This is an optimization exercise on Yosys and OpenROAD, whose aim is small area, a short achievable clock period and few clock cycles, not a production implementation. At most, simulation tests tie the RTL to the original design; equivalence was not proved. The RTL of run 4 was laid out without a check of its function.

==> design/flow/design.v <==
module bq_lut (
    input  wire [3:0] i,
    output wire [8:0] deg
);
    localparam [143:0] LUTV = {9'd310, 9'd289, 9'd269, 9'd248, 9'd227, 9'd207, 9'd186, 9'd165,
                               9'd145, 9'd124, 9'd103, 9'd83, 9'd62, 9'd41, 9'd21, 9'd0};
    assign deg = LUTV[i*9 +: 9];
endmodule
module bq_g17 (
    input  wire [4:0] x,
    output wire [3:0] y
);
    localparam [127:0] G17V = {56'd0, 4'd15, 4'd14, 4'd13, 4'd12, 4'd11, 4'd10, 4'd9, 4'd8,
                               4'd7, 4'd7, 4'd6, 4'd5, 4'd4, 4'd3, 4'd2, 4'd1, 4'd0, 4'd0};
    assign y = G17V[x*4 +: 4];
endmodule
module bq_r2q (
    input  wire [7:0] r,
    input  wire [7:0] g,
    input  wire [7:0] b,
    output wire       gray,
    output reg  [4:0] k,
    output reg  [3:0] idx
);
    wire rg = (r >= g), rb = (r >= b), gb = (g >= b);
    wire secR = rg & rb;             
    wire secG = ~rg & gb;            
    wire [7:0] cmax = rg ? (rb ? r : b) : (gb ? g : b);
    wire [7:0] cmin = rg ? (gb ? b : g) : (rb ? b : r);
    wire [7:0] cmed = secR ? (gb ? g : b) : secG ? (rb ? r : b) : (rg ? r : g);
    wire [7:0] dd = cmax - cmin;
    wire [7:0] ff = cmed - cmin;     
    wire [8:0] sm = cmax + cmin;
    assign gray = (dd == 8'd0);
    wire       neg = secR ? ~gb : secG ? rb : ~rg;
    wire [2:0] m = secR ? 3'd2 : secG ? (neg ? 3'd1 : 3'd3) : (neg ? 3'd0 : 3'd4);
    wire signed [17:0] vv = $signed({1'b0, ff, 7'd0}) - $signed({1'b0, ff, 3'd0})
                          - $signed({1'b0, dd, 2'd0}) - $signed({1'b0, dd})
                          - $signed({1'b0, dd, 3'd0}) * $signed({1'b0, m})
                          - $signed({17'd0, ~neg});
    wire [14:0] d41 = {dd, 5'd0} + {dd, 3'd0} + dd;
    wire t0 = vv < 0;
    wire t1 = vv < $signed({3'd0, d41});
    wire t2 = vv < $signed({2'd0, d41, 1'b0});
    wire [1:0] cnt = t0 ? 2'd3 : t1 ? 2'd2 : t2 ? 2'd1 : 2'd0;
    always @(*) begin
        if (secR) idx = neg ? 4'd15 : 4'd3 - cnt;
        else if (secG) idx = neg ? 4'd3 + cnt : 4'd9 - cnt;
        else idx = neg ? 4'd9 + cnt : 4'd15 - cnt;
    end
    always @(*) begin
        if (sm <= 9'd45) k = 5'd1;
        else if (sm <= 9'd75) k = 5'd2;
        else if (sm <= 9'd105) k = 5'd3;
        else if (sm <= 9'd135) k = 5'd4;
        else if (sm <= 9'd165) k = 5'd5;
        else if (sm <= 9'd195) k = 5'd6;
        else if (sm <= 9'd225) k = 5'd7;
        else if (sm <= 9'd255) k = 5'd8;
        else if (sm <= 9'd285) k = 5'd9;
        else if (sm <= 9'd315) k = 5'd10;
        else if (sm <= 9'd345) k = 5'd11;
        else if (sm <= 9'd375) k = 5'd12;
        else if (sm <= 9'd405) k = 5'd13;
        else if (sm <= 9'd435) k = 5'd14;
        else if (sm <= 9'd465) k = 5'd15;
        else k = 5'd16;
    end
endmodule
module bq_q2r (
    input  wire        s,
    input  wire        ls,
    input  wire [4:0]  ln,
    input  wire [8:0]  hue,
    output reg  [23:0] rgb
);
    wire [4:0] d     = ls ? 5'd17 : 5'd15;
    wire       lwr = ({ln, 1'b0} < {1'b0, d});
    wire [4:0] x_hi  = s ? (lwr ? {ln[3:0], 1'b0} : d) : ln;
    wire [4:0] x_lo  = s ? (lwr ? 5'd0 : ({ln[3:0], 1'b0} - d)) : ln;
    wire [3:0] h     = s ? (lwr ? ln[3:0] : d[3:0] - ln[3:0]) : 4'd0;    
    wire [7:0] v_hi = ls ? ({x_hi[3:0], 4'd0} - {4'd0, x_hi[3:0]}) + (x_hi[4] ? 8'd240 : 8'd0)
                         : {x_hi[3:0], x_hi[3:0]};
    wire [7:0] v_lo = ls ? ({x_lo[3:0], 4'd0} - {4'd0, x_lo[3:0]}) + (x_lo[4] ? 8'd240 : 8'd0)
                         : {x_lo[3:0], x_lo[3:0]};
    wire a60  = hue >= 9'd60,  a120 = hue >= 9'd120, a180 = hue >= 9'd180, a240 = hue >= 9'd240,
         a300 = hue >= 9'd300, a360 = hue >= 9'd360, a420 = hue >= 9'd420, a480 = hue >= 9'd480;
    wire [5:0] mlow = a420 ? 6'd32 : a300 ? 6'd40 : a180 ? 6'd48 : a60 ? 6'd56 : 6'd0;  
    wire       above = a480 | (a360 & ~a420) | (a240 & ~a300) | (a120 & ~a180) | ~a60;
    wire [5:0] df = hue[5:0] - mlow;
    wire [5:0] tt = above ? df : (6'd0 - df);
    wire [9:0]  pp  = h * tt;
    wire [20:0] p17 = {pp, 11'd0} + {pp, 8'd0} + {pp, 4'd0} + pp + 21'd64;
    wire [7:0]  dm  = ls ? pp[8:1] : p17[19:12];
    wire [7:0]  v_md = v_lo + dm;
    always @(*) begin
        if (~a60)       rgb = {v_hi, v_md, v_lo};
        else if (~a120) rgb = {v_md, v_hi, v_lo};
        else if (~a180) rgb = {v_lo, v_hi, v_md};
        else if (~a240) rgb = {v_lo, v_md, v_hi};
        else if (~a300) rgb = {v_md, v_lo, v_hi};
        else            rgb = {v_hi, v_lo, v_md};
    end
endmodule
module bq_enc (
    input  wire [15:0] q,
    output wire [7:0]  pix,
    output wire        lz,
    output wire        nomatch
);
    wire       s  = q[15];
    wire       ls = q[14];
    wire [4:0] ln = q[13:9];
    wire [8:0] hue = q[8:0];
    localparam [63:0] LO15V = {4'd1, 4'd0, 4'd15, 4'd14, 4'd12, 4'd11, 4'd10, 4'd9,
                               4'd8, 4'd7, 4'd6, 4'd5, 4'd3, 4'd2, 4'd1, 4'd0};
    wire [3:0] lo15 = LO15V[ln[3:0]*4 +: 4];            
    wire [3:0] lo = ls ? ln[3:0] : lo15;
    wire [3:0] g17;
    bq_g17 u_g17 (.x(ln), .y(g17));
    wire [3:0] hg = ls ? g17 : ln[3:0];
    reg  [3:0] idx;
    reg        found;
    integer    i;
    localparam [143:0] LUTV = {9'd310, 9'd289, 9'd269, 9'd248, 9'd227, 9'd207, 9'd186, 9'd165,
                               9'd145, 9'd124, 9'd103, 9'd83, 9'd62, 9'd41, 9'd21, 9'd0};
    always @(*) begin
        idx = 4'd0;
        found = 1'b0;
        for (i = 0; i < 16; i = i + 1)
            if (hue == LUTV[i*9 +: 9]) begin
                idx = idx | i[3:0];
                found = 1'b1;
            end
    end
    assign pix = s ? {idx, lo} : {hg, 4'd0};
    assign lz = s & (lo == 4'd0);
    assign nomatch = s & ~found;
endmodule
module bq_core (
    input  wire [31:0] cmd,
    output wire        st_ill,      
    output wire        st_qr,       
    output wire        f_lz,
    output wire        f_nm,
    output wire        f_gray,
    output wire [23:0] res,
    output wire        rgba_en      
);
    wire [3:0]  opc = cmd[31:28];
    wire [23:0] op  = cmd[23:0];
    wire op_dec = (opc == 4'd1), op_enc = (opc == 4'd2), op_r2q = (opc == 4'd3),
         op_q2r = (opc == 4'd4), op_pck = (opc == 4'd5), op_upk = (opc == 4'd6),
         op_lut = (opc == 4'd7);
    assign st_ill = (cmd[27:24] != 4'd0) | (opc == 4'd0) | opc[3]
                  | ((op_dec | op_upk) & (op[23:8] != 16'd0))
                  | ((op_enc | op_q2r) & (op[23:16] != 8'd0))
                  | (op_lut & (op[23:4] != 20'd0));
    wire [3:0] h4 = op[7:4];
    wire [3:0] l4 = op[3:0];
    wire       dgray = (l4 == 4'd0);
    wire [8:0] lut_h4, lut_lo;
    bq_lut u_lut_h4 (.i(h4), .deg(lut_h4));
    bq_lut u_lut_lo (.i(l4), .deg(lut_lo));
    wire [7:0] e_pix;
    wire       e_lz, e_nm;
    bq_enc u_enc (.q(op[15:0]), .pix(e_pix), .lz(e_lz), .nomatch(e_nm));
    wire       e_rerr = op[13] & (~op[14] | (op[12:10] != 3'd0));
    wire       r_gray;
    wire [4:0] kk;
    wire [3:0] ridx;
    bq_r2q u_r2q (.r(op[23:16]), .g(op[15:8]), .b(op[7:0]), .gray(r_gray), .k(kk), .idx(ridx));
    wire [8:0] r_lut;
    bq_lut u_lut_r (.i(ridx), .deg(r_lut));
    wire [3:0] k_g17;
    bq_g17 u_g17 (.x(kk), .y(k_g17));
    wire [8:0] r_hue = r_gray ? 9'd0 : r_lut;
    wire [7:0] p_byte = r_gray ? {k_g17, 4'd0} : {ridx, kk[3:0]};
    wire       q_s   = op_upk ? ~dgray : op[15];
    wire       q_ls  = op_upk ? ~dgray : op[14];
    wire [4:0] q_ln  = op_upk ? {1'b0, dgray ? h4 : l4} : op[13:9];
    wire [8:0] q_hue = op_upk ? (dgray ? 9'd0 : lut_h4) : op[8:0];
    wire       q_rerr = op[13] & (~op[14] | (op[12:10] != 3'd0));
    wire [23:0] q_rgb;
    bq_q2r u_q2r (.s(q_s), .ls(q_ls), .ln(q_ln), .hue(q_hue), .rgb(q_rgb));
    assign st_qr = ~st_ill & ((op_enc & e_rerr) | (op_q2r & q_rerr));
    wire ok = ~st_ill & ~st_qr;
    assign f_gray = ok & ((op_dec & dgray) | (op_enc & ~op[15]) | ((op_r2q | op_pck) & r_gray)
                        | ((op_q2r | op_upk) & ~q_s));
    assign f_lz = ok & ((op_enc & e_lz) | (op_pck & ~r_gray & kk[4]));
    assign f_nm = ok & op_enc & e_nm;
    assign rgba_en = ok & (op_q2r | op_upk);
    assign res = {24{ok}} & (
          ({24{op_dec}} & {8'd0, ~dgray, ~dgray, 1'b0, dgray ? h4 : l4, dgray ? 9'd0 : lut_h4})
        | ({24{op_enc}} & {16'd0, e_pix})
        | ({24{op_r2q}} & {8'd0, ~r_gray, 1'b1, kk, r_hue})
        | ({24{op_pck}} & {16'd0, p_byte})
        | ({24{op_q2r | op_upk}} & q_rgb)
        | ({24{op_lut}} & {15'd0, lut_lo}));
endmodule
module binimg_cq (
    input  wire        clk,
    input  wire        rst,
    input  wire        cmd_valid,
    output wire        cmd_ready,
    input  wire [31:0] cmd_word,
    output wire        rsp_valid,
    input  wire        rsp_ready,
    output wire [31:0] rsp_word,
    output wire [63:0] rsp_rgba16
);
    reg        vi, vo, vo2;
    reg [31:0] ireg;
    reg [29:0] oreg, oreg2;    
    wire        c_ill, c_qr, c_lz, c_nm, c_gray, c_rgba;
    wire [23:0] c_res;
    bq_core u_core (.cmd(ireg), .st_ill(c_ill), .st_qr(c_qr), .f_lz(c_lz), .f_nm(c_nm),
                    .f_gray(c_gray), .res(c_res), .rgba_en(c_rgba));
    wire [29:0] c_word = {c_rgba, c_ill, c_qr, c_lz, c_nm, c_gray, c_res};
    assign cmd_ready  = ~(vi & vo2);
    assign rsp_valid  = vo;
    assign rsp_word   = {2'b00, oreg[27], oreg[28], 1'b0, oreg[26:0]};
    assign rsp_rgba16 = {{2{oreg[23:16]}}, {2{oreg[15:8]}}, {2{oreg[7:0]}}, 16'hFFFF} & {64{oreg[29]}};
    wire o_free  = ~vo | rsp_ready;        
    wire acc     = cmd_valid & cmd_ready;
    wire i_to_o  = vi & o_free & ~vo2;
    wire i_to_o2 = vi & (vo2 ? o_free : ~o_free);
    wire i_move  = i_to_o | i_to_o2;
    always @(posedge clk) begin
        if (acc) ireg <= cmd_word;
        if (o_free) oreg <= vo2 ? oreg2 : c_word;
        if (i_to_o2) oreg2 <= c_word;
        if (rst) begin
            vi <= 1'b0; vo <= 1'b0; vo2 <= 1'b0;
        end else begin
            vi  <= acc | (vi & ~i_move);
            vo  <= o_free ? (vo2 | vi) : 1'b1;
            vo2 <= vo2 ? (~o_free | vi) : (vi & ~o_free);
        end
    end
endmodule
==> design/flow/run.sh <==
#!/bin/bash
# synth_recipe.tcl (not shown) runs the flow's synth.tcl, then flattens the netlist and writes it again
# the make line also repeats each setting of config.mk as NAME=value (left out here)
make -C /OpenROAD-flow-scripts/flow DESIGN_CONFIG=/design/flow/config.mk WORK_HOME=/design/flow/orfs CLKGATE_MAP_FILE= SYNTH_SCRIPT=/design/flow/synth_recipe.tcl finish
==> design/flow/config.mk <==
export PLATFORM = sky130hd
export DESIGN_NAME = binimg_cq
export DESIGN_NICKNAME = binimg_cq
export VERILOG_FILES = /design/flow/design.v
export SDC_FILE = /design/flow/constraint.sdc
export NUM_CORES = 4
export LEC_CHECK = 0
export CAP_MARGIN = 20
export CORE_MARGIN = 2
export CORE_UTILIZATION = 40
export SLEW_MARGIN = 20
==> design/flow/constraint.sdc <==
create_clock -name core_clock -period 60.0 [get_ports {clk}]
set_input_delay 12.0000 -clock core_clock [delete_from_list [all_inputs] [get_ports {clk}]]
set_output_delay 12.0000 -clock core_clock [all_outputs]
set_load 0.01 [all_outputs]
==> flow_summary.yaml, run 1 <==
detailed_routing:
  wl_met2_um: 21000
  wl_met3_um: 4270
  dr_total_vias: 14800
  top_layer: "met5"
  drt_iter0_drc: 1316
  wl_per_cell_um: 19.9
  ant_nets: 0
  drc: 0
  viasPerCell: 5.87
  wirelength_um: 50100
  first_pass_iters: 5
  drt-met1-wl_um: 24000
timing:
  rsz0062_at_grt: "no"
  hold_viol: 0
  setup_ws_ns: 45.84
  fin_setup_tns_ns: 0
  worst_slew_pin_slew_ns: 1.04
  slew_viol_final: 0
  min_period_ns: 14.16
  final-setup-viol-count: 0
  max_freq_ghz: 0.0706
  relSlewSlack_pct: 30.3
  fin_worst_skew_ns: 0.0209
  whs_ns: 0.523
  period_share_pct: 23.6
global_routing:
  grt_start_max_net_pins: 44
  grt_pass1_vias: 14100
  grt_use_total_pct: 24.0
  grt_remaining_overflow: 0
  antenna_found_initial: 2
  grt_pass1_wl_um: 79000
clock_network:
  post-cts-setup-buffers: 0
  cts_resized: 0
  insertion_delay_ns: 0.38
  cts_root_buffer: "clkbuf_16"
  clkTransAtPathRegs_ns: 0.08
  cts_buffers: 9
  cts_max_level: 3
  clock_path_buffers: 2
  ctsHoldBuffers: 0
  numClockSinks: 95
  cts_tree: "done"
finish:
  area_growth_pct: 11.5
  final_common_cell: "ha_1"
  utilization_pct: 45.0
  most-common-layout-cells: "ha_1 (231), inv_1 (167), nor2_1 (152), nand2_1 (149), a21oi_1 (142)"
  drive_gt1_share_pct: 6.18
  nets: 2297
  num_antenna_cells: 0
setup_path:
  cp-end-kind: "output pin"
  startpoint_type: "register"
  required_ns: 48.00
  crit_fanout: 40
  critPathKind: "register to output pin"
  crit_arrival_ns: 2.16
synthesis:
  async_reset_ff_share_pct: 0
  syn_avg_cell_area_um2: 8.27
  synthesis.area_um2: 16000
  postSynthCellCount: 1930
  synth.distinct_cells: 116
  yosys_warnings: 4
  ys_seq_elements: 95
  yosysSeqAreaShare_pct: 17.7
  synth_edf_count: 92
  synthFlopType: "edfxtp_1"
place:
  preCtsSetupSlack_ns: 46.14
  io_buffer_count: 130
  place_hpwl_um: 40100
  gp_congestion: 0.953
floorplan:
  core_region_area_um2: 39500
  fp.dieH_um: 204
  die_area_um2: 41500
  start_util_pct: 40.4
  ios: 134
  num_rows: 73
  die_w_um: 204
hold_path:
  hold_class: "register to register"
run:
  max-cap-violations: 0
run_status:
  status: "complete, no violations"
-- stage by stage --
step                      instances  instance area, um^2
after floorplan                1932                16000
after detailed placement       2500                17500
final                          2516                17800
after global routing           2516                17800
after global placement         2500                17500
after CTS                      2516                17800
-- cell type report --
cell class / count / area [um^2]
Clock buffer: 9 / 225
Clock inverter: 7 / 103
Fill cell: 3911 / 21800
Inverter: 175 / 662
Multi-Input combinational cell: 1556 / 11900
Sequential cell: 95 / 2820
Tap cell: 525 / 657
Timing Repair Buffer: 149 / 1440
-- worst max-delay path: stages, from the launching register on --
cell             delay [ns]
edfxtp_1               0.94
and2_1                 0.30
clkdlybuf4s50_1        0.56
-- kinds of logic after synthesis --
logic type	Yosys count	share of synthesized area (%)
AOI/OAI and AO/OA	596	25.7
and+or+nand+nor	551	17.0
buffers and inverters	281	7.95
adders and majority gates	275	23.6
DFF	95	17.7
xor gates and xnor gates	87	4.91
muxes	44	3.09
other	1	0.0235
-- synthesized netlist by cell type, drive strengths merged, types with 22 or more instances --
library cell	number	area, um^2
a211oi	30	245
a21o	32	240
a21oi	143	719
a31oi	28	175
and2	42	263
buf	67	460
clkbuf	39	146
edfxtp	92	2760
fa	44	881
ha	231	2890
inv	171	642
mux2	22	248
nand2	151	572
nand2b	30	195
nand3	30	150
nor2	154	583
nor2b	30	188
nor3	36	185
o211ai	26	205
o21a	27	210
o21ai	121	613
o22ai	23	150
xnor2	66	586
-- state kept, by name, indices dropped and copies added (netlist names) --
register / flops
vo: 1
ireg: 32
oreg: 30
oreg2: 30
vi: 1
vo2: 1
-- metal layers --
layer,global-route usage [%],vias up
met1,35.2,6998
met5,0,-
met4,4.28,4
li1,-,7123
met3,5.51,63
met2,36.1,592
-- final timing paths --
check / start / to / slack (ns) / cells past startpoint
setup / recovery: oreg[29] / rsp_rgba16[31] / 45.84 / 2
hold / removal: vi / vo2 / 0.52 / 2
setup reg to reg: ireg[6] / oreg[2] / 45.97 / 50
hold reg to reg: vi / vo2 / 0.52 / 2
Testbench counts, summed over its fixed seeds: cycles 80,016.
==> run 2: changes to the inputs <==
--- a/design/flow/design.v
+++ b/design/flow/design.v
@@ -1,10 +1,35 @@
+module bq_rca #(parameter W = 8) (
+    input  wire [W-1:0] a,
+    input  wire [W-1:0] b,
+    input  wire         ci,
+    output wire [W-1:0] s,
+    output wire         co
+);
+    wire [W:0] c;
+    assign c[0] = ci;
+    genvar i;
+    generate
+        for (i = 0; i < W; i = i + 1) begin : g_bit
+            assign s[i]   = a[i] ^ b[i] ^ c[i];
+            assign c[i+1] = (a[i] & b[i]) | (c[i] & (a[i] ^ b[i]));
+        end
+    endgenerate
+    assign co = c[W];
+endmodule
 module bq_lut (
     input  wire [3:0] i,
     output wire [8:0] deg
 );
     localparam [143:0] LUTV = {9'd310, 9'd289, 9'd269, 9'd248, 9'd227, 9'd207, 9'd186, 9'd165,
                                9'd145, 9'd124, 9'd103, 9'd83, 9'd62, 9'd41, 9'd21, 9'd0};
-    assign deg = LUTV[i*9 +: 9];
+    reg [8:0] d;
+    integer   j;
+    always @(*) begin
+        d = 9'd0;
+        for (j = 0; j < 16; j = j + 1)
+            if (i == j) d = d | LUTV[j*9 +: 9];
+    end
+    assign deg = d;
 endmodule
 module bq_g17 (
     input  wire [4:0] x,
@@ -12,7 +37,14 @@
 );
     localparam [127:0] G17V = {56'd0, 4'd15, 4'd14, 4'd13, 4'd12, 4'd11, 4'd10, 4'd9, 4'd8,
                                4'd7, 4'd7, 4'd6, 4'd5, 4'd4, 4'd3, 4'd2, 4'd1, 4'd0, 4'd0};
-    assign y = G17V[x*4 +: 4];
+    reg [3:0] t;
+    integer   j;
+    always @(*) begin
+        t = 4'd0;
+        for (j = 0; j < 18; j = j + 1)
+            if (x == j) t = t | G17V[j*4 +: 4];
+    end
+    assign y = t;
 endmodule
 module bq_r2q (
     input  wire [7:0] r,
@@ -22,26 +54,54 @@
     output reg  [4:0] k,
     output reg  [3:0] idx
 );
-    wire rg = (r >= g), rb = (r >= b), gb = (g >= b);
+    wire [7:0] unused0, unused1, unused2;
+    wire rg, rb, gb;                 
+    bq_rca #(8) u_rg (.a(r), .b(~g), .ci(1'b1), .s(unused0), .co(rg));
+    bq_rca #(8) u_rb (.a(r), .b(~b), .ci(1'b1), .s(unused1), .co(rb));
+    bq_rca #(8) u_gb (.a(g), .b(~b), .ci(1'b1), .s(unused2), .co(gb));
     wire secR = rg & rb;             
     wire secG = ~rg & gb;            
     wire [7:0] cmax = rg ? (rb ? r : b) : (gb ? g : b);
     wire [7:0] cmin = rg ? (gb ? b : g) : (rb ? b : r);
     wire [7:0] cmed = secR ? (gb ? g : b) : secG ? (rb ? r : b) : (rg ? r : g);
-    wire [7:0] dd = cmax - cmin;
-    wire [7:0] ff = cmed - cmin;     
-    wire [8:0] sm = cmax + cmin;
+    wire [7:0] dd, ff;
+    wire [8:0] sm;
+    wire       c0, c1;
+    bq_rca #(8) u_dd (.a(cmax), .b(~cmin), .ci(1'b1), .s(dd), .co(c0));
+    bq_rca #(8) u_ff (.a(cmed), .b(~cmin), .ci(1'b1), .s(ff), .co(c1));
+    bq_rca #(8) u_sm (.a(cmax), .b(cmin), .ci(1'b0), .s(sm[7:0]), .co(sm[8]));
     assign gray = (dd == 8'd0);
     wire       neg = secR ? ~gb : secG ? rb : ~rg;
     wire [2:0] m = secR ? 3'd2 : secG ? (neg ? 3'd1 : 3'd3) : (neg ? 3'd0 : 3'd4);
-    wire signed [17:0] vv = $signed({1'b0, ff, 7'd0}) - $signed({1'b0, ff, 3'd0})
-                          - $signed({1'b0, dd, 2'd0}) - $signed({1'b0, dd})
-                          - $signed({1'b0, dd, 3'd0}) * $signed({1'b0, m})
-                          - $signed({17'd0, ~neg});
-    wire [14:0] d41 = {dd, 5'd0} + {dd, 3'd0} + dd;
-    wire t0 = vv < 0;
-    wire t1 = vv < $signed({3'd0, d41});
-    wire t2 = vv < $signed({2'd0, d41, 1'b0});
+    wire [9:0] md_a;
+    wire       md_c;
+    bq_rca #(9) u_md (.a(m[1] ? {dd, 1'b0} : 9'd0), .b(m[0] ? {1'b0, dd} : 9'd0), .ci(1'b0),
+                      .s(md_a[8:0]), .co(md_c));
+    wire [9:0] md = m[2] ? {dd, 2'd0} : {md_c, md_a[8:0]};
+    wire [11:0] f15;
+    wire        c2;
+    bq_rca #(12) u_f15 (.a({ff, 4'd0}), .b(~{4'd0, ff}), .ci(1'b1), .s(f15), .co(c2));
+    wire [12:0] u1;
+    wire        c3;
+    bq_rca #(13) u_u1 (.a({1'b0, f15}), .b(~{3'd0, md}), .ci(1'b1), .s(u1), .co(c3));
+    wire [10:0] d5;
+    wire        c4;
+    bq_rca #(10) u_d5 (.a({dd, 2'd0}), .b({2'd0, dd}), .ci(1'b0), .s(d5[9:0]), .co(d5[10]));
+    wire [15:0] vv;
+    wire        c5;
+    bq_rca #(16) u_vv (.a({u1, 3'd0}), .b(~{5'd0, d5}), .ci(neg), .s(vv), .co(c5));
+    wire [13:0] d41;
+    wire [11:0] d9;
+    wire        c7;
+    bq_rca #(11) u_d9 (.a({dd, 3'd0}), .b({3'd0, dd}), .ci(1'b0), .s(d9[10:0]), .co(d9[11]));
+    bq_rca #(14) u_d41 (.a({1'b0, dd, 5'd0}), .b({2'd0, d9}), .ci(1'b0), .s(d41), .co(c7));
+    wire [14:0] w1, w2;
+    wire        ge1, ge2;           
+    bq_rca #(15) u_t1 (.a(vv[14:0]), .b(~{1'b0, d41}), .ci(1'b1), .s(w1), .co(ge1));
+    bq_rca #(15) u_t2 (.a(vv[14:0]), .b(~{d41, 1'b0}), .ci(1'b1), .s(w2), .co(ge2));
+    wire t0 = vv[15];
+    wire t1 = ~ge1;
+    wire t2 = ~ge2;
     wire [1:0] cnt = t0 ? 2'd3 : t1 ? 2'd2 : t2 ? 2'd1 : 2'd0;
     always @(*) begin
         if (secR) idx = neg ? 4'd15 : 4'd3 - cnt;
@@ -74,25 +134,30 @@
     input  wire [8:0]  hue,
     output reg  [23:0] rgb
 );
-    wire [4:0] d     = ls ? 5'd17 : 5'd15;
-    wire       lwr = ({ln, 1'b0} < {1'b0, d});
-    wire [4:0] x_hi  = s ? (lwr ? {ln[3:0], 1'b0} : d) : ln;
-    wire [4:0] x_lo  = s ? (lwr ? 5'd0 : ({ln[3:0], 1'b0} - d)) : ln;
-    wire [3:0] h     = s ? (lwr ? ln[3:0] : d[3:0] - ln[3:0]) : 4'd0;    
-    wire [7:0] v_hi = ls ? ({x_hi[3:0], 4'd0} - {4'd0, x_hi[3:0]}) + (x_hi[4] ? 8'd240 : 8'd0)
-                         : {x_hi[3:0], x_hi[3:0]};
-    wire [7:0] v_lo = ls ? ({x_lo[3:0], 4'd0} - {4'd0, x_lo[3:0]}) + (x_lo[4] ? 8'd240 : 8'd0)
-                         : {x_lo[3:0], x_lo[3:0]};
+    wire       lwr = ls ? (ln[4:3] == 2'd0 || ln == 5'd8) : (ln[4:3] == 2'd0);    
+    wire [4:0] ln2d = {ln[3:0], 1'b0} + (ls ? 5'd15 : 5'd17);                     
+    wire [4:0] y  = s ? (lwr ? {ln[3:0], 1'b0} : ln2d) : ln;
+    wire [7:0] uy;
+    wire       c0;
+    bq_rca #(8) u_uy (.a({y[3:0], 4'd0}), .b(ls ? ~{4'd0, y[3:0]} : {4'd0, y[3:0]}), .ci(ls), .s(uy), .co(c0));
+    wire [7:0] uy2 = {uy[7:4] - {3'd0, y[4]}, uy[3:0]};    
+    wire [7:0] v_hi = (s & ~lwr) ? 8'd255 : uy2;
+    wire [7:0] v_lo = (s & lwr) ? 8'd0 : uy2;
+    wire [3:0] h = s ? (lwr ? ln[3:0] : (ls ? 4'd1 : 4'd15) - ln[3:0]) : 4'd0;    
     wire a60  = hue >= 9'd60,  a120 = hue >= 9'd120, a180 = hue >= 9'd180, a240 = hue >= 9'd240,
          a300 = hue >= 9'd300, a360 = hue >= 9'd360, a420 = hue >= 9'd420, a480 = hue >= 9'd480;
     wire [5:0] mlow = a420 ? 6'd32 : a300 ? 6'd40 : a180 ? 6'd48 : a60 ? 6'd56 : 6'd0;  
     wire       above = a480 | (a360 & ~a420) | (a240 & ~a300) | (a120 & ~a180) | ~a60;
-    wire [5:0] df = hue[5:0] - mlow;
-    wire [5:0] tt = above ? df : (6'd0 - df);
-    wire [9:0]  pp  = h * tt;
-    wire [20:0] p17 = {pp, 11'd0} + {pp, 8'd0} + {pp, 4'd0} + pp + 21'd64;
-    wire [7:0]  dm  = ls ? pp[8:1] : p17[19:12];
-    wire [7:0]  v_md = v_lo + dm;
+    wire [5:0] df, tt;
+    wire       c1, c2;
+    bq_rca #(6) u_df (.a(hue[5:0]), .b(~mlow), .ci(1'b1), .s(df), .co(c1));
+    bq_rca #(6) u_tt (.a(above ? df : ~df), .b(6'd0), .ci(~above), .s(tt), .co(c2));
+    wire [8:0] pa = (h[0] ? {3'd0, tt} : 9'd0) + (h[1] ? {2'd0, tt, 1'b0} : 9'd0)
+                  + (h[2] ? {1'd0, tt, 2'b0} : 9'd0);
+    wire [9:0] pp = h[3] ? {1'b0, tt, 3'd0} : {1'b0, pa};
+    wire [9:0] yy = {pp[8:0], 1'b0} + (pp[0] ? 10'd15 : 10'd0);
+    wire [7:0] dm = pp[8:1] + (ls ? 5'd0 : yy / 10'd30);
+    wire [7:0] v_md = v_lo + dm;
     always @(*) begin
         if (~a60)       rgb = {v_hi, v_md, v_lo};
         else if (~a120) rgb = {v_md, v_hi, v_lo};
@@ -114,7 +179,13 @@
     wire [8:0] hue = q[8:0];
     localparam [63:0] LO15V = {4'd1, 4'd0, 4'd15, 4'd14, 4'd12, 4'd11, 4'd10, 4'd9,
                                4'd8, 4'd7, 4'd6, 4'd5, 4'd3, 4'd2, 4'd1, 4'd0};
-    wire [3:0] lo15 = LO15V[ln[3:0]*4 +: 4];            
+    reg  [3:0] lo15;                                    
+    integer    j;
+    always @(*) begin
+        lo15 = 4'd0;
+        for (j = 0; j < 16; j = j + 1)
+            if (ln[3:0] == j) lo15 = lo15 | LO15V[j*4 +: 4];
+    end
     wire [3:0] lo = ls ? ln[3:0] : lo15;
     wire [3:0] g17;
     bq_g17 u_g17 (.x(ln), .y(g17));
--- a/design/flow/config.mk
+++ b/design/flow/config.mk
@@ -5,6 +5,7 @@
 export SDC_FILE = /design/flow/constraint.sdc
 export NUM_CORES = 4
 export LEC_CHECK = 0
+export ABC_AREA = 1
 export CAP_MARGIN = 20
 export CORE_MARGIN = 2
 export CORE_UTILIZATION = 40
==> run 2 against run 1 <==
Core utilization grew 0.73 points. Via count shrank 14%. Clock skew shrank 0.0013 ns. Global-route usage shrank 1.5 points. Still clean.
==> flow_summary.yaml, run 2 <==
setup_path:
  reg2reg_slack_ns: 47.22
  crit_arrival_ns: 2.00
  crit_slowest_cell: "edfxtp_1"
  cp-end-kind: "output pin"
  required_ns: 48.00
  crit_path_max_incr_delay_ns: 0.70
  crit_fanout: 23
  path_cells: "buf_8 > nand2_1 > inv_1 > clkdlybuf4s50_1"
  startpoint_type: "register"
  critPathKind: "register to output pin"
detailed_routing:
  drc: 0
  wirelength_um: 39200
  ant_nets: 0
  dr_total_vias: 12700
  wl_per_cell_um: 16.3
  viasPerCell: 5.29
  drt_iter0_drc: 1156
  first_pass_iters: 6
timing:
  max_freq_ghz: 0.0714
  hold_viol: 0
  relSlewSlack_pct: 21.0
  worst_slew_pin_slew_ns: 1.16
  min_period_ns: 14.00
  final-setup-viol-count: 0
  fin_worst_skew_ns: 0.0196
  whs_ns: 0.521
  slew_viol_final: 0
  rsz0062_at_grt: "no"
  period_share_pct: 23.3
  fin_setup_tns_ns: 0
synthesis:
  synth_compound_area_share_pct: 15.5
  synth_fa_ha_area_share_pct: 22.7
  yosysMostFrequentCell: "nand2_1"
  synthesis.area_um2: 13500
  yosysSeqAreaShare_pct: 20.9
  synth-simple-area-share_pct: 24.3
  synth_xor_area_share_pct: 2.84
  async_reset_ff_share_pct: 0
  ys_top_cells_by_area: "edfxtp_1 (20%), nand2_1 (12%), fa_1 (12%)"
  syn_avg_cell_area_um2: 7.18
  synth_mux_area_share_pct: 0.148
  synth.distinct_cells: 75
  synth_top_family_by_area: "simple AND/OR/NAND/NOR gates"
  postSynthCellCount: 1881
  synth_edf_count: 92
  ys_seq_elements: 95
  synth_top_area_share_pct: 20.5
  yosys_warnings: 6
  synth_commonest_cells: "nand2_1 (439), inv_1 (312), nor2_1 (169)"
  synthFlopType: "edfxtp_1"
  synth.largest_area_cell: "edfxtp_1"
finish:
  largest_reg_flops: 32
  drive_gt1_share_pct: 5.73
  most-common-layout-cells: "nand2_1 (439), inv_1 (312), nor2_1 (168), clkdlybuf4s50_1 (130), ha_1 (117)"
  area_growth_pct: 13.0
  nets: 2181
  num_antenna_cells: 0
  largestRegisters: "ireg x32, oreg2 x30, oreg x30"
  final_common_cell: "nand2_1"
  top_register: "ireg"
clock_network:
  cts_tree: "done"
  numClockSinks: 95
  cts_resized: 0
  cts_buffers: 9
  cts_max_level: 3
  clkTransAtPathRegs_ns: 0.08
  insertion_delay_ns: 0.38
  cts_root_buffer: "clkbuf_16"
  clock_path_buffers: 2
  post-cts-setup-buffers: 0
  ctsHoldBuffers: 0
hold_path:
  hold_class: "register to register"
place:
  io_buffer_count: 130
  gp_congestion: 0.987
  place_hpwl_um: 31600
floorplan:
  num_rows: 67
  ios: 134
  start_util_pct: 40.5
  fp.dieH_um: 188
  die_w_um: 188
  core_region_area_um2: 33400
  die_area_um2: 35200
run_status:
  status: "complete, no violations"
global_routing:
  antenna_found_initial: 0
  grt_use_total_pct: 22.5
  grt_start_max_net_pins: 41
  grt_pass1_vias: 12000
  grt_pass1_wl_um: 63800
  grt_remaining_overflow: 0
run:
  max-cap-violations: 0
run 2: changes by cell type in the layout (fill, tap and decap cells not counted), sizes merged, moves of 36 or more:
cell | before | now
and2 | 42 | 3
xnor2 | 66 | 17
nand2 | 151 | 454
fa | 44 | 80
nand3 | 30 | 76
a21oi | 143 | 87
inv | 174 | 343
ha | 231 | 117
run 2: routing by layer:
| layer | wire [um] | global-route usage, % | vias to the layer above |
|---|---|---|---|
| met5 | 0 | 0 | - |
| met4 | 850 | 6.09 | 0 |
| met3 | 2930 | 3.41 | 53 |
| met2 | 16800 | 34.5 | 506 |
| met1 | 18600 | 32.9 | 5920 |
| li1 | - | - | 6218 |
run 2: area by class of cell:
class / count / area [um^2]
clock inverter: 7 / 97.6
timing repair buffer: 141 / 1390
inverter: 348 / 1310
sequential: 95 / 2820
tap: 448 / 561
fill: 3463 / 18100
clock buffer: 9 / 225
multi-input combinational: 1353 / 8850
run 2: worst max-delay path: cells and delay by family, from the launching register on:
| kind | cells | cell delay (ns) |
|---|---|---|
| and+or+nand+nor | 1 | 0.07 |
| DFF | 1 | 0.70 |
| buffers and inverters | 3 | 0.85 |
run 2: through the flow:
step / util, % / cells / setup slack [ns] / area, um^2
after CTS: 45.7 / 2400 / 45.65 / 15200
after global routing: 45.7 / 2401 / 45.83 / 15300
after global placement: 44.7 / 2384 / 46.11 / 14900
after floorplan: - / 1883 / 45.46 / 13500
after detailed placement: 44.7 / 2384 / 46.06 / 14900
final: 45.7 / 2401 / 46.00 / 15300
run 2: cells by family after synthesis:
family | after synthesis
AND/OR/NAND/NOR | 772
buffers and inverters | 435
AO/OA/AOI/OAI | 340
adder cells (fa/ha/maj) | 197
flip-flops | 95
XOR/XNOR | 39
multiplexers | 2
other | 1
run 2: path summary, 6_finish.rpt:
check                        end  cells past startpoint  startpoint
setup reg to reg         oreg[7]                     68     ireg[7]
setup / recovery  rsp_rgba16[26]                      4    oreg[29]
hold reg to reg         oreg[26]                      2   oreg2[26]
hold / removal          oreg[26]                      2   oreg2[26]
Testbench counts of run 2, summed over its fixed seeds: cycles 80,016.
==> run 3: changes to the inputs <==
--- a/design/flow/config.mk
+++ b/design/flow/config.mk
@@ -5,7 +5,6 @@
 export SDC_FILE = /design/flow/constraint.sdc
 export NUM_CORES = 4
 export LEC_CHECK = 0
-export ABC_AREA = 1
 export CAP_MARGIN = 20
 export CORE_MARGIN = 2
 export CORE_UTILIZATION = 40
==> run 3 against run 2 <==
Still clean on timing, DRC and antenna. Sequential share of layout area shrank 0.20 points. Core utilization grew 0.068 points. Via count grew 0.59%. Synthesized cell count fell by 12%. Routed wire length grew 7.7%. Largest cell class unchanged.
==> flow_summary.yaml, run 3 <==
floorplan:
  core_region_area_um2: 33700
  die_w_um: 190
  num_rows: 67
  start_util_pct: 40.9
  die_area_um2: 35900
  fp.dieH_um: 190
  ios: 134
timing:
  final-setup-viol-count: 0
  rsz0062_at_grt: "no"
  worst_slew_pin_slew_ns: 1.06
  whs_ns: 0.523
  max_freq_ghz: 0.0659
  setup_ws_ns: 44.83
  fin_setup_tns_ns: 0
  min_period_ns: 15.17
  relSlewSlack_pct: 27.3
  period_share_pct: 25.3
  fin_worst_skew_ns: 0.0123
  slew_viol_final: 0
  hold_viol: 0
setup_path:
  crit_fanout: 20
  required_ns: 60.09
  crit_slowest_cell: "a2111oi_0"
  cp_common_cell: "fa_1"
  cp-end-kind: "register"
  crit_path_max_incr_delay_ns: 0.94
  critPathKind: "register to register"
  reg2reg_slack_ns: 44.83
  crit_arrival_ns: 15.26
  startpoint_type: "register"
finish:
  final_common_cell: "nand2_1"
  nets: 1927
  largestRegisters: "ireg x32, oreg2 x30, oreg x30"
  drive_gt1_share_pct: 6.00
  most-common-layout-cells: "nand2_1 (175), nor2_1 (145), inv_1 (133), clkdlybuf4s50_1 (130), ha_1 (117)"
  num_antenna_cells: 0
  utilization_pct: 45.8
  largest_reg_flops: 32
  area_growth_pct: 12.1
  top_register: "ireg"
  final_cell_area_um2: 15400
global_routing:
  antenna_found_initial: 0
  grt_remaining_overflow: 0
  grt_use_total_pct: 23.4
  grt_pass1_vias: 11800
  grt_start_max_net_pins: 53
  grt_pass1_wl_um: 66700
synthesis:
  ys_seq_elements: 95
  syn_avg_cell_area_um2: 8.34
  yosysSeqAreaShare_pct: 20.5
  yosys_warnings: 6
  async_reset_ff_share_pct: 0
  synth_top_area_share_pct: 20.1
  postSynthCellCount: 1652
  yosysMostFrequentCell: "nand2_1"
  synthesis.area_um2: 13800
  synth.distinct_cells: 105
  synthFlopType: "edfxtp_1"
  synth_edf_count: 92
  synth_commonest_cells: "nand2_1 (175), nor2_1 (145), inv_1 (134)"
  ys_top_cells_by_area: "edfxtp_1 (20%), fa_1 (12%), ha_1 (11%)"
  synth.largest_area_cell: "edfxtp_1"
detailed_routing:
  ant_nets: 0
  wl_per_cell_um: 19.7
  viasPerCell: 5.95
  drc: 0
  wirelength_um: 42200
  first_pass_iters: 6
  dr_total_vias: 12800
  drt_iter0_drc: 1465
place:
  placed_area_um2: 15100
  place_hpwl_um: 33200
  gp_congestion: 0.944
  io_buffer_count: 130
  preCtsSetupSlack_ns: 45.02
clock_network:
  cts_max_level: 3
  post-cts-setup-buffers: 0
  clock_path_buffers: 2
  insertion_delay_ns: 0.37
  numClockSinks: 95
  cts_buffers: 9
  clkTransAtPathRegs_ns: 0.08
  ctsHoldBuffers: 0
  cts_root_buffer: "clkbuf_16"
  cts_resized: 0
  cts_tree: "done"
run:
  max-cap-violations: 0
hold_path:
  hold_class: "register to register"
run_status:
  status: "complete, no violations"
[run 3: cell types whose count changed after synthesis, sizes merged, moves of 29 or more]
cell,delta
inv,-204
o21ai,-50
and2,+35
nand3,-47
nor2,-29
nand2,-277
[run 3: layout make-up]
class / instances / area [um^2]
fill: 3321 / 18300
multi-input combinational: 1294 / 9740
sequential: 95 / 2820
timing repair buffer: 157 / 1500
tap: 448 / 561
inverter: 137 / 514
clock buffer: 9 / 225
clock inverter: 7 / 65.1
[run 3: cells by family (layout without fill, tap and decap cells)]
logic type	Yosys count	after routing	share of synthesized area [%]
mux	34	34	2.79
buf+inv	265	310	8.81
xor+xnor	51	51	3.38
fa+ha+maj	199	199	22.4
other cells	1	3	0.0272
compound gates	451	451	22.6
simple gates	556	556	19.5
flops	95	95	20.5
[run 3: metrics by stage]
stage                     instances
after floorplan                1654
after global placement         2130
after detailed placement       2131
after CTS                      2147
after global routing           2147
final                          2147
[run 3: routing by layer]
metal  up-vias  global-route usage, %  wire length, um
li1       6024                      -                -
met1      6061                   35.2            20200
met2       634                   35.1            17700
met3        53                   4.24             3550
met4         0                   4.77              720
met5         -                      0                0
[run 3: critical path, delay by kind of cell (launching register included)]
kind                       cells  cell delay (ns)
and+or+nand+nor                6             2.11
DFF                            1             0.80
buffers and inverters          7             0.93
AOI/OAI and AO/OA             15             4.82
adders and majority gates     17             6.21
[run 3: final timing paths]
check	startpoint	end	cells past startpoint
worst max register to register	ireg[1]	oreg[6]	45
worst min register to register	vi	vo2	2
worst min-delay path	vi	vo2	2
worst max-delay path	ireg[1]	oreg[6]	45
==> run 4: changes to the inputs <==
--- a/design/flow/design.v
+++ b/design/flow/design.v
@@ -169,6 +169,7 @@
 endmodule
 module bq_enc (
     input  wire [15:0] q,
+    input  wire [3:0]  g17,         
     output wire [7:0]  pix,
     output wire        lz,
     output wire        nomatch
@@ -187,8 +188,6 @@
             if (ln[3:0] == j) lo15 = lo15 | LO15V[j*4 +: 4];
     end
     wire [3:0] lo = ls ? ln[3:0] : lo15;
-    wire [3:0] g17;
-    bq_g17 u_g17 (.x(ln), .y(g17));
     wire [3:0] hg = ls ? g17 : ln[3:0];
     reg  [3:0] idx;
     reg        found;
@@ -208,66 +207,76 @@
     assign lz = s & (lo == 4'd0);
     assign nomatch = s & ~found;
 endmodule
-module bq_core (
+module bq_pre (
     input  wire [31:0] cmd,
+    output wire [2:0]  op3
+);
+    wire [3:0]  opc = cmd[31:28];
+    wire [23:0] opd = cmd[23:0];
+    wire        ill = (cmd[27:24] != 4'd0) | (opc == 4'd0) | opc[3]
+                    | (((opc == 4'd1) | (opc == 4'd6)) & (opd[23:8] != 16'd0))
+                    | (((opc == 4'd2) | (opc == 4'd4)) & (opd[23:16] != 8'd0))
+                    | ((opc == 4'd7) & (opd[23:4] != 20'd0));
+    assign op3 = ill ? 3'd0 : opc[2:0];
+endmodule
+module bq_core (
+    input  wire [2:0]  op3,
+    input  wire [23:0] op,
     output wire        st_ill,      
     output wire        st_qr,       
     output wire        f_lz,
     output wire        f_nm,
     output wire        f_gray,
     output wire [23:0] res,
-    output wire        rgba_en      
+    output wire        rgba_en,     
+    output wire        gb_en        
 );
-    wire [3:0]  opc = cmd[31:28];
-    wire [23:0] op  = cmd[23:0];
-    wire op_dec = (opc == 4'd1), op_enc = (opc == 4'd2), op_r2q = (opc == 4'd3),
-         op_q2r = (opc == 4'd4), op_pck = (opc == 4'd5), op_upk = (opc == 4'd6),
-         op_lut = (opc == 4'd7);
-    assign st_ill = (cmd[27:24] != 4'd0) | (opc == 4'd0) | opc[3]
-                  | ((op_dec | op_upk) & (op[23:8] != 16'd0))
-                  | ((op_enc | op_q2r) & (op[23:16] != 8'd0))
-                  | (op_lut & (op[23:4] != 20'd0));
+    wire op_dec = (op3 == 3'd1), op_enc = (op3 == 3'd2), op_r2q = (op3 == 3'd3),
+         op_q2r = (op3 == 3'd4), op_pck = (op3 == 3'd5), op_upk = (op3 == 3'd6),
+         op_lut = (op3 == 3'd7);
+    assign st_ill = (op3 == 3'd0);
+    wire       r_gray;
+    wire [4:0] kk;
+    wire [3:0] ridx;
+    bq_r2q u_r2q (.r(op[23:16]), .g(op[15:8]), .b(op[7:0]), .gray(r_gray), .k(kk), .idx(ridx));
     wire [3:0] h4 = op[7:4];
     wire [3:0] l4 = op[3:0];
     wire       dgray = (l4 == 4'd0);
-    wire [8:0] lut_h4, lut_lo;
-    bq_lut u_lut_h4 (.i(h4), .deg(lut_h4));
-    bq_lut u_lut_lo (.i(l4), .deg(lut_lo));
+    wire [3:0] lut_i = op_lut ? l4 : op_r2q ? ridx : h4;
+    wire [8:0] lut_o;
+    bq_lut u_lut (.i(lut_i), .deg(lut_o));
+    wire [8:0] hue_f = lut_o & ~{9{op_r2q ? r_gray : (dgray & ~op_lut)}};
+    wire       e_s  = op[15];
+    wire       e_ls = op[14];
+    wire [4:0] e_ln = op[13:9];
+    wire [3:0] g17;
+    bq_g17 u_g17 (.x(op_pck ? kk : e_ln), .y(g17));
     wire [7:0] e_pix;
     wire       e_lz, e_nm;
-    bq_enc u_enc (.q(op[15:0]), .pix(e_pix), .lz(e_lz), .nomatch(e_nm));
-    wire       e_rerr = op[13] & (~op[14] | (op[12:10] != 3'd0));
-    wire       r_gray;
-    wire [4:0] kk;
-    wire [3:0] ridx;
-    bq_r2q u_r2q (.r(op[23:16]), .g(op[15:8]), .b(op[7:0]), .gray(r_gray), .k(kk), .idx(ridx));
-    wire [8:0] r_lut;
-    bq_lut u_lut_r (.i(ridx), .deg(r_lut));
-    wire [3:0] k_g17;
-    bq_g17 u_g17 (.x(kk), .y(k_g17));
-    wire [8:0] r_hue = r_gray ? 9'd0 : r_lut;
-    wire [7:0] p_byte = r_gray ? {k_g17, 4'd0} : {ridx, kk[3:0]};
-    wire       q_s   = op_upk ? ~dgray : op[15];
-    wire       q_ls  = op_upk ? ~dgray : op[14];
-    wire [4:0] q_ln  = op_upk ? {1'b0, dgray ? h4 : l4} : op[13:9];
-    wire [8:0] q_hue = op_upk ? (dgray ? 9'd0 : lut_h4) : op[8:0];
-    wire       q_rerr = op[13] & (~op[14] | (op[12:10] != 3'd0));
+    bq_enc u_enc (.q(op[15:0]), .g17(g17), .pix(e_pix), .lz(e_lz), .nomatch(e_nm));
+    wire       rerr = e_ln[4] & (~e_ls | (e_ln[3:1] != 3'd0));     
+    wire [7:0] p_byte = r_gray ? {g17, 4'd0} : {ridx, kk[3:0]};
+    wire       q_s   = op_upk ? ~dgray : e_s;
+    wire       q_ls  = op_upk ? ~dgray : e_ls;
+    wire [4:0] q_ln  = op_upk ? {1'b0, dgray ? h4 : l4} : e_ln;
+    wire [8:0] q_hue = op_upk ? hue_f : op[8:0];
     wire [23:0] q_rgb;
     bq_q2r u_q2r (.s(q_s), .ls(q_ls), .ln(q_ln), .hue(q_hue), .rgb(q_rgb));
-    assign st_qr = ~st_ill & ((op_enc & e_rerr) | (op_q2r & q_rerr));
+    assign st_qr = (op_enc | op_q2r) & rerr;
     wire ok = ~st_ill & ~st_qr;
-    assign f_gray = ok & ((op_dec & dgray) | (op_enc & ~op[15]) | ((op_r2q | op_pck) & r_gray)
+    assign f_gray = ok & ((op_dec & dgray) | (op_enc & ~e_s) | ((op_r2q | op_pck) & r_gray)
                         | ((op_q2r | op_upk) & ~q_s));
     assign f_lz = ok & ((op_enc & e_lz) | (op_pck & ~r_gray & kk[4]));
     assign f_nm = ok & op_enc & e_nm;
     assign rgba_en = ok & (op_q2r | op_upk);
+    assign gb_en = op_q2r | op_upk;
+    wire [6:0] q16_hi = op_r2q ? {~r_gray, 1'b1, kk} : {~dgray, ~dgray, 1'b0, dgray ? h4 : l4};
     assign res = {24{ok}} & (
-          ({24{op_dec}} & {8'd0, ~dgray, ~dgray, 1'b0, dgray ? h4 : l4, dgray ? 9'd0 : lut_h4})
+          ({24{op_dec | op_r2q}} & {8'd0, q16_hi, hue_f})
+        | ({24{op_lut}} & {15'd0, hue_f})
         | ({24{op_enc}} & {16'd0, e_pix})
-        | ({24{op_r2q}} & {8'd0, ~r_gray, 1'b1, kk, r_hue})
         | ({24{op_pck}} & {16'd0, p_byte})
-        | ({24{op_q2r | op_upk}} & q_rgb)
-        | ({24{op_lut}} & {15'd0, lut_lo}));
+        | ({24{op_q2r | op_upk}} & q_rgb));
 endmodule
 module binimg_cq (
     input  wire        clk,
@@ -281,32 +290,33 @@
     output wire [63:0] rsp_rgba16
 );
     reg        vi, vo, vo2;
-    reg [31:0] ireg;
-    reg [29:0] oreg, oreg2;    
-    wire        c_ill, c_qr, c_lz, c_nm, c_gray, c_rgba;
+    reg [26:0] ireg;           
+    reg [30:0] oreg, oreg2;    
+    wire [2:0] pre_op3;
+    bq_pre u_pre (.cmd(cmd_word), .op3(pre_op3));
+    wire        c_ill, c_qr, c_lz, c_nm, c_gray, c_rgba, c_gb;
     wire [23:0] c_res;
-    bq_core u_core (.cmd(ireg), .st_ill(c_ill), .st_qr(c_qr), .f_lz(c_lz), .f_nm(c_nm),
-                    .f_gray(c_gray), .res(c_res), .rgba_en(c_rgba));
-    wire [29:0] c_word = {c_rgba, c_ill, c_qr, c_lz, c_nm, c_gray, c_res};
+    bq_core u_core (.op3(ireg[26:24]), .op(ireg[23:0]), .st_ill(c_ill), .st_qr(c_qr),
+                    .f_lz(c_lz), .f_nm(c_nm), .f_gray(c_gray), .res(c_res),
+                    .rgba_en(c_rgba), .gb_en(c_gb));
+    wire [30:0] c_word = {c_gb, c_rgba, c_ill, c_qr, c_lz, c_nm, c_gray, c_res};
     assign cmd_ready  = ~(vi & vo2);
     assign rsp_valid  = vo;
     assign rsp_word   = {2'b00, oreg[27], oreg[28], 1'b0, oreg[26:0]};
-    assign rsp_rgba16 = {{2{oreg[23:16]}}, {2{oreg[15:8]}}, {2{oreg[7:0]}}, 16'hFFFF} & {64{oreg[29]}};
-    wire o_free  = ~vo | rsp_ready;        
-    wire acc     = cmd_valid & cmd_ready;
-    wire i_to_o  = vi & o_free & ~vo2;
-    wire i_to_o2 = vi & (vo2 ? o_free : ~o_free);
-    wire i_move  = i_to_o | i_to_o2;
+    assign rsp_rgba16 = {oreg[23:16], oreg[23:16], {2{oreg[15:8] & {8{oreg[30]}}}},
+                         {2{oreg[7:0] & {8{oreg[30]}}}}, {16{oreg[29]}}};
+    wire o_free = ~vo | rsp_ready;        
+    wire acc    = cmd_valid & cmd_ready;
     always @(posedge clk) begin
-        if (acc) ireg <= cmd_word;
+        if (acc) ireg <= {pre_op3, cmd_word[23:0]};
         if (o_free) oreg <= vo2 ? oreg2 : c_word;
-        if (i_to_o2) oreg2 <= c_word;
+        if (~vo2 | o_free) oreg2 <= c_word;
         if (rst) begin
             vi <= 1'b0; vo <= 1'b0; vo2 <= 1'b0;
         end else begin
-            vi  <= acc | (vi & ~i_move);
-            vo  <= o_free ? (vo2 | vi) : 1'b1;
-            vo2 <= vo2 ? (~o_free | vi) : (vi & ~o_free);
+            vi  <= acc | (vi & vo2 & ~o_free);
+            vo  <= ~o_free | vo2 | vi;
+            vo2 <= (~o_free & (vo2 | vi)) | (vo2 & vi);
         end
     end
 endmodule
--- a/design/flow/config.mk
+++ b/design/flow/config.mk
@@ -5,6 +5,7 @@
 export SDC_FILE = /design/flow/constraint.sdc
 export NUM_CORES = 4
 export LEC_CHECK = 0
+export ABC_AREA = 1
 export CAP_MARGIN = 20
 export CORE_MARGIN = 2
 export CORE_UTILIZATION = 40
==> run 4 against run 3 <==
Synthesized cell count increased by 19%. Sequential share of layout area shrank 0.50 points. Die area is 0.39% higher. Cell count rose by 14%. Global-route usage down 0.52 points. Worst setup slack lost 6.6 ns. Critical path type unchanged. Worst hold slack lost 0.029 ns.
==> flow_summary.yaml, run 4 <==
floorplan:
  num_rows: 68
  die_w_um: 190
  die_area_um2: 36100
  core_region_area_um2: 34300
  ios: 134
  fp.dieH_um: 190
  start_util_pct: 40.3
global_routing:
  grt_use_total_pct: 22.9
  grt_remaining_overflow: 0
  grt_pass1_wl_um: 65400
  grt_pass1_vias: 12200
  grt_start_max_net_pins: 37
  antenna_found_initial: 0
synthesis:
  synthFlopType: "edfxtp_1"
  synth_edf_count: 89
  yosysMostFrequentCell: "nand2_1"
  yosysSeqAreaShare_pct: 19.8
  synth_top_area_share_pct: 19.3
  synthesis.area_um2: 13800
  ys_top_cells_by_area: "edfxtp_1 (19%), nand2_1 (13%), fa_1 (12%)"
  async_reset_ff_share_pct: 0
  synth.distinct_cells: 65
  syn_avg_cell_area_um2: 7.04
  synth.largest_area_cell: "edfxtp_1"
  synth_commonest_cells: "nand2_1 (490), inv_1 (322), nor2_1 (152)"
  ys_seq_elements: 92
  postSynthCellCount: 1963
  yosys_warnings: 6
finish:
  fill_cells: 3574
  most-common-layout-cells: "nand2_1 (490), inv_1 (321), nor2_1 (152), clkdlybuf4s50_1 (130), ha_1 (116)"
  nets: 2225
  largestRegisters: "oreg2 x31, oreg x31, ireg x27"
  final_common_cell: "nand2_1"
  area_growth_pct: 11.0
  num_antenna_cells: 0
  drive_gt1_share_pct: 6.01
setup_path:
  crit_slowest_cell: "o21ai_1"
  cp_common_cell: "nand2_1"
  crit_arrival_ns: 21.89
  crit_path_max_incr_delay_ns: 0.73
  cp-end-kind: "register"
  cp_top_family: "adder cells"
  critPathKind: "register to register"
  required_ns: 60.13
  startpoint_type: "register"
  worst-path-buf-inv: 15
  crit_fanout: 27
clock_network:
  ctsHoldBuffers: 0
  cts_root_buffer: "clkbuf_16"
  clock_path_buffers: 2
  cts_max_level: 3
  numClockSinks: 92
  cts_buffers: 9
  post-cts-setup-buffers: 0
  cts_tree: "done"
  cts_resized: 0
  insertion_delay_ns: 0.38
  clkTransAtPathRegs_ns: 0.08
place:
  io_buffer_count: 130
  gp_congestion: 0.955
  place_hpwl_um: 33200
detailed_routing:
  drt_iter0_drc: 1082
  wl_per_cell_um: 16.8
  ant_nets: 0
  first_pass_iters: 5
  viasPerCell: 5.25
  drc: 0
  dr_total_vias: 12900
  wirelength_um: 41100
timing:
  min_period_ns: 21.76
  rsz0062_at_grt: "no"
  hold_viol: 0
  worst_slew_pin_slew_ns: 1.06
  slew_viol_final: 0
  whs_ns: 0.494
  final-setup-viol-count: 0
  fin_worst_skew_ns: 0.0188
  period_share_pct: 36.3
  max_freq_ghz: 0.0460
  relSlewSlack_pct: 29.4
  fin_setup_tns_ns: 0
run:
  max-cap-violations: 0
hold_path:
  hold_class: "register to register"
run_status:
  status: "complete, no violations"
==> run 4: cell types whose count changed after synthesis, sizes merged, moves of 22 or more <==
cell | before | now
a211oi | 23 | 1
a21o | 23 | 1
and2 | 38 | 1
inv | 135 | 338
nand2 | 177 | 524
nand3 | 29 | 91
o21ai | 87 | 112
o22ai | 32 | 9
o31ai | 25 | 1
==> run 4: final cells by class <==
class	count	area (um^2)	share of cell area, %
Clock buffer	11	243	1.58
Tap cell	455	569	3.71
Inverter	349	1310	8.55
Multi-Input combinational cell	1399	9010	58.7
Sequential cell	92	2730	17.8
Clock inverter	5	68.8	0.448
Timing Repair Buffer	142	1410	9.19
==> run 4: path summary, 6_finish.rpt <==
path	slack [ns]	start	cells after the start	endpoint
setup / recovery	38.24	ireg[1]	114	oreg[7]
hold / removal	0.49	vi	2	vo
setup reg to reg	38.24	ireg[1]	114	oreg[7]
hold reg to reg	0.49	vi	2	vo
==> run 4: cells by family (layout without fill, tap and decap cells) <==
family	count (synthesis)	in the layout	synth area share, %
AND/OR/NAND/NOR	863	863	27.6
buffers and inverters	474	507	15.1
AO/OA/AOI/OAI	301	301	13.2
adder cells (fa/ha/maj)	196	196	22.1
flip-flops	92	92	19.8
XOR/XNOR	34	34	2.15
multiplexers	2	2	0.145
other	1	3	0.0271
==> run 4: per-layer routing <==
layer / wire [um] / GRT usage [%] / vias up
li1: - / - / 6339
met1: 19900 / 33.7 / 6020
met2: 17700 / 35.0 / 451
met3: 2550 / 3.10 / 59
met4: 974 / 6.74 / 0
met5: 0 / 0 / -
==> run 4: tightest hold or removal path: stages, from the launching register on <==
cell and delay [ns]:
dfxtp_1 0.31, inv_1 0.06, a31oi_1 0.07
==> run 4: metrics by stage <==
step / instances / cell area [um^2] / util [%] / setup slack [ns]
floorplan: 1965 / 13800 / - / 41.28
global placement: 2436 / 15000 / 43.8 / 38.89
detailed placement: 2436 / 15000 / 43.8 / 38.32
CTS: 2452 / 15300 / 44.7 / 38.25
global route: 2453 / 15400 / 44.8 / 36.45
finish: 2453 / 15400 / 44.8 / 38.24
==> run 5: changes to the inputs <==
--- a/design/flow/design.v
+++ b/design/flow/design.v
@@ -242,10 +242,11 @@
     wire [3:0] h4 = op[7:4];
     wire [3:0] l4 = op[3:0];
     wire       dgray = (l4 == 4'd0);
-    wire [3:0] lut_i = op_lut ? l4 : op_r2q ? ridx : h4;
-    wire [8:0] lut_o;
-    bq_lut u_lut (.i(lut_i), .deg(lut_o));
-    wire [8:0] hue_f = lut_o & ~{9{op_r2q ? r_gray : (dgray & ~op_lut)}};
+    wire [8:0] lut_h4, lut_b;
+    bq_lut u_lut_h4 (.i(h4), .deg(lut_h4));
+    bq_lut u_lut_b (.i(op_lut ? l4 : ridx), .deg(lut_b));
+    wire [8:0] hue_d = lut_h4 & ~{9{dgray}};           
+    wire [8:0] hue_b = lut_b & ~{9{~op_lut & r_gray}};   
     wire       e_s  = op[15];
     wire       e_ls = op[14];
     wire [4:0] e_ln = op[13:9];
@@ -259,7 +260,7 @@
     wire       q_s   = op_upk ? ~dgray : e_s;
     wire       q_ls  = op_upk ? ~dgray : e_ls;
     wire [4:0] q_ln  = op_upk ? {1'b0, dgray ? h4 : l4} : e_ln;
-    wire [8:0] q_hue = op_upk ? hue_f : op[8:0];
+    wire [8:0] q_hue = op_upk ? hue_d : op[8:0];
     wire [23:0] q_rgb;
     bq_q2r u_q2r (.s(q_s), .ls(q_ls), .ln(q_ln), .hue(q_hue), .rgb(q_rgb));
     assign st_qr = (op_enc | op_q2r) & rerr;
@@ -272,8 +273,9 @@
     assign gb_en = op_q2r | op_upk;
     wire [6:0] q16_hi = op_r2q ? {~r_gray, 1'b1, kk} : {~dgray, ~dgray, 1'b0, dgray ? h4 : l4};
     assign res = {24{ok}} & (
-          ({24{op_dec | op_r2q}} & {8'd0, q16_hi, hue_f})
-        | ({24{op_lut}} & {15'd0, hue_f})
+          ({24{op_dec}} & {8'd0, q16_hi, hue_d})
+        | ({24{op_r2q}} & {8'd0, q16_hi, hue_b})
+        | ({24{op_lut}} & {15'd0, hue_b})
         | ({24{op_enc}} & {16'd0, e_pix})
         | ({24{op_pck}} & {16'd0, p_byte})
         | ({24{op_q2r | op_upk}} & q_rgb));
==> run 5 against run 4 <==
Critical path depth shrank 111. Clock-buffer cell count fell by 2. Core utilization hardly changed. Still clean on timing, DRC and antenna. Routed wire length down 7.8%. Area after synthesis fell by 2.0%.
==> flow_summary.yaml, run 5 <==
clock_network:
  ctsHoldBuffers: 0
  cts_buffers: 9
  insertion_delay_ns: 0.36
  numClockSinks: 92
  clock_path_buffers: 2
  cts_max_level: 3
  post-cts-setup-buffers: 0
  cts_resized: 0
  cts_tree: "done"
  clkTransAtPathRegs_ns: 0.08
  cts_root_buffer: "clkbuf_16"
detailed_routing:
  viasPerCell: 5.16
  drc: 0
  first_pass_iters: 6
  wl_per_cell_um: 16.0
  drt_iter0_drc: 1044
  dr_total_vias: 12200
  ant_nets: 0
  wirelength_um: 37900
synthesis:
  synth.distinct_cells: 68
  ys_top_cells_by_area: "edfxtp_1 (20%), nand2_1 (13%), fa_1 (12%)"
  ys_seq_elements: 92
  yosys_warnings: 6
  synth_mux_area_share_pct: 0
  synth-simple-area-share_pct: 23.5
  synthesis.area_um2: 13600
  synthFlopType: "edfxtp_1"
  yosysMostFrequentCell: "nand2_1"
  synth_commonest_cells: "nand2_1 (469), inv_1 (332), nor2_1 (134)"
  postSynthCellCount: 1894
  syn_avg_cell_area_um2: 7.16
  synth_top_area_share_pct: 19.7
  synth.largest_area_cell: "edfxtp_1"
  synth_edf_count: 89
  async_reset_ff_share_pct: 0
  synth_fa_ha_area_share_pct: 22.6
  synth_xor_area_share_pct: 2.75
  synth_compound_area_share_pct: 15.1
  synth_top_family_by_area: "simple AND/OR/NAND/NOR gates"
  yosysSeqAreaShare_pct: 20.2
finish:
  final_common_cell: "nand2_1"
  drive_gt1_share_pct: 4.73
  nets: 2152
  largestRegisters: "oreg2 x31, oreg x31, ireg x27"
  area_growth_pct: 10.5
  num_antenna_cells: 0
  most-common-layout-cells: "nand2_1 (469), inv_1 (332), nor2_1 (134), clkdlybuf4s50_1 (130), ha_1 (117)"
place:
  gp_congestion: 0.959
  place_hpwl_um: 30800
  io_buffer_count: 130
  preCtsSetupSlack_ns: 46.18
setup_path:
  required_ns: 48.00
  startpoint_type: "register"
  crit_arrival_ns: 1.73
  crit_fanout: 16
  critPathKind: "register to output pin"
  cp-end-kind: "output pin"
timing:
  period_share_pct: 22.9
  relSlewSlack_pct: 36.1
  min_period_ns: 13.73
  setup_ws_ns: 46.27
  rsz0062_at_grt: "no"
  worst_slew_pin_slew_ns: 0.957
  final-setup-viol-count: 0
  slew_viol_final: 0
  hold_viol: 0
  fin_worst_skew_ns: 0.0121
  fin_setup_tns_ns: 0
  max_freq_ghz: 0.0728
global_routing:
  grt_start_max_net_pins: 38
  grt_remaining_overflow: 0
  antenna_found_initial: 0
  grt_pass1_wl_um: 61400
  grt_use_total_pct: 21.5
  grt_pass1_vias: 11700
hold_path:
  hold_class: "register to register"
floorplan:
  num_rows: 67
  die_w_um: 188
  die_area_um2: 35400
  ios: 134
  start_util_pct: 40.5
  fp.dieH_um: 188
  core_region_area_um2: 33400
run_status:
  status: "complete, no violations"
run:
  max-cap-violations: 0
## run 5: cell type report
type,instances,area (um^2)
inverters,359,1350
clock inverters,7,80.1
fillers,3415,18500
flip-flops and latches,92,2730
multi-input cells,1322,8680
well taps,448,561
repair buffers,135,1350
clock buffers,9,225
## run 5: cells by family after synthesis
logic type               after synthesis
AO/OA/AOI/OAI                        330
XOR/XNOR                              40
adder cells (fa/ha/maj)              197
buffers and inverters                482
flip-flops                            92
other                                  1
AND/OR/NAND/NOR                      752
## run 5: stage by stage
stage	utilization, %	cell area [um^2]	hold slack [ns]	instances
after floorplan	-	13600	0.460	1896
after global placement	43.8	14700	0.482	2355
after detailed placement	43.9	14700	0.504	2356
after CTS	44.8	15000	0.521	2372
after global routing	44.8	15000	0.532	2372
final	44.8	15000	0.516	2372
## run 5: path summary, 6_finish.rpt
kind / from / to / slack, ns / depth (start not counted)
worst min register to register: oreg2[13] / oreg[13] / 0.52 / 2
worst max register to register: ireg[1] / oreg[4] / 47.13 / 60
worst max-delay path: oreg[30] / rsp_rgba16[43] / 46.27 / 3
worst min-delay path: oreg2[13] / oreg[13] / 0.52 / 2
## run 5: critical path, cell delays in order, from the launching register on
cell             delay [ns]
edfxtp_1               0.65
nand2_1                0.10
inv_1                  0.09
clkdlybuf4s50_1        0.54
## run 5: per-layer routing
layer	GRT usage [%]	vias to the layer above	routed length, um
li1	-	6110	-
met3	2.32	71	2340
met4	6.27	0	884
met1	31.0	5631	18200
met5	0	-	0
met2	34.0	426	16500
Testbench counts of run 5, summed over its fixed seeds: cycles 80,016.

[afterwards: timing with drivers on the ports]
The results above use ideal ports. As a check the final layouts listed here were re-extracted and re-timed, cells and wires unchanged.
Step 1 (the two cells are an assumption about what drives the block):
set clk [get_ports {clk}]
set_driving_cell -lib_cell sky130_fd_sc_hd__clkbuf_16 $clk
set_driving_cell -lib_cell sky130_fd_sc_hd__buf_2 [delete_from_list [all_inputs] $clk]
Step 2 adds t to the input delays and takes it off the output delays; t is the mean of the earliest and latest rising clock arrival at the registers after step 1. Input paths then give back, and output paths get back, about the clock's delay inside the block.
a / b / c = ideal ports / drivers / drivers and shift; a / b = the first two.
| run | t (ns) | slack for setup (ns) | hold slack, ns | worst setup path at the end | worst slew at a driven data input, ns |
|---|---|---|---|---|---|
| run 1 | 0.417 | 45.836 / 45.787 / 45.968 | 0.523 / 0.523 / 0.523 | register to register | 0.05 |
| run 2 | 0.422 | 45.995 / 45.944 / 46.123 | 0.521 / 0.521 / 0.521 | input to register | 0.03 |
| run 3 | 0.408 | 44.829 / 44.829 / 44.829 | 0.523 / 0.523 / 0.523 | register to register | 0.04 |
| run 4 | 0.416 | 38.241 / 38.241 / 38.241 | 0.494 / 0.494 / 0.494 | register to register | 0.04 |
| run 5 | 0.395 | 46.269 / 46.226 / 46.206 | 0.516 / 0.516 / 0.516 | input to register | 0.04 |
After both steps every run listed still meets setup and hold. For run 5, which loses most, drivers alone change the setup slack by -0.043 ns; drivers and shift together by -0.063 ns.
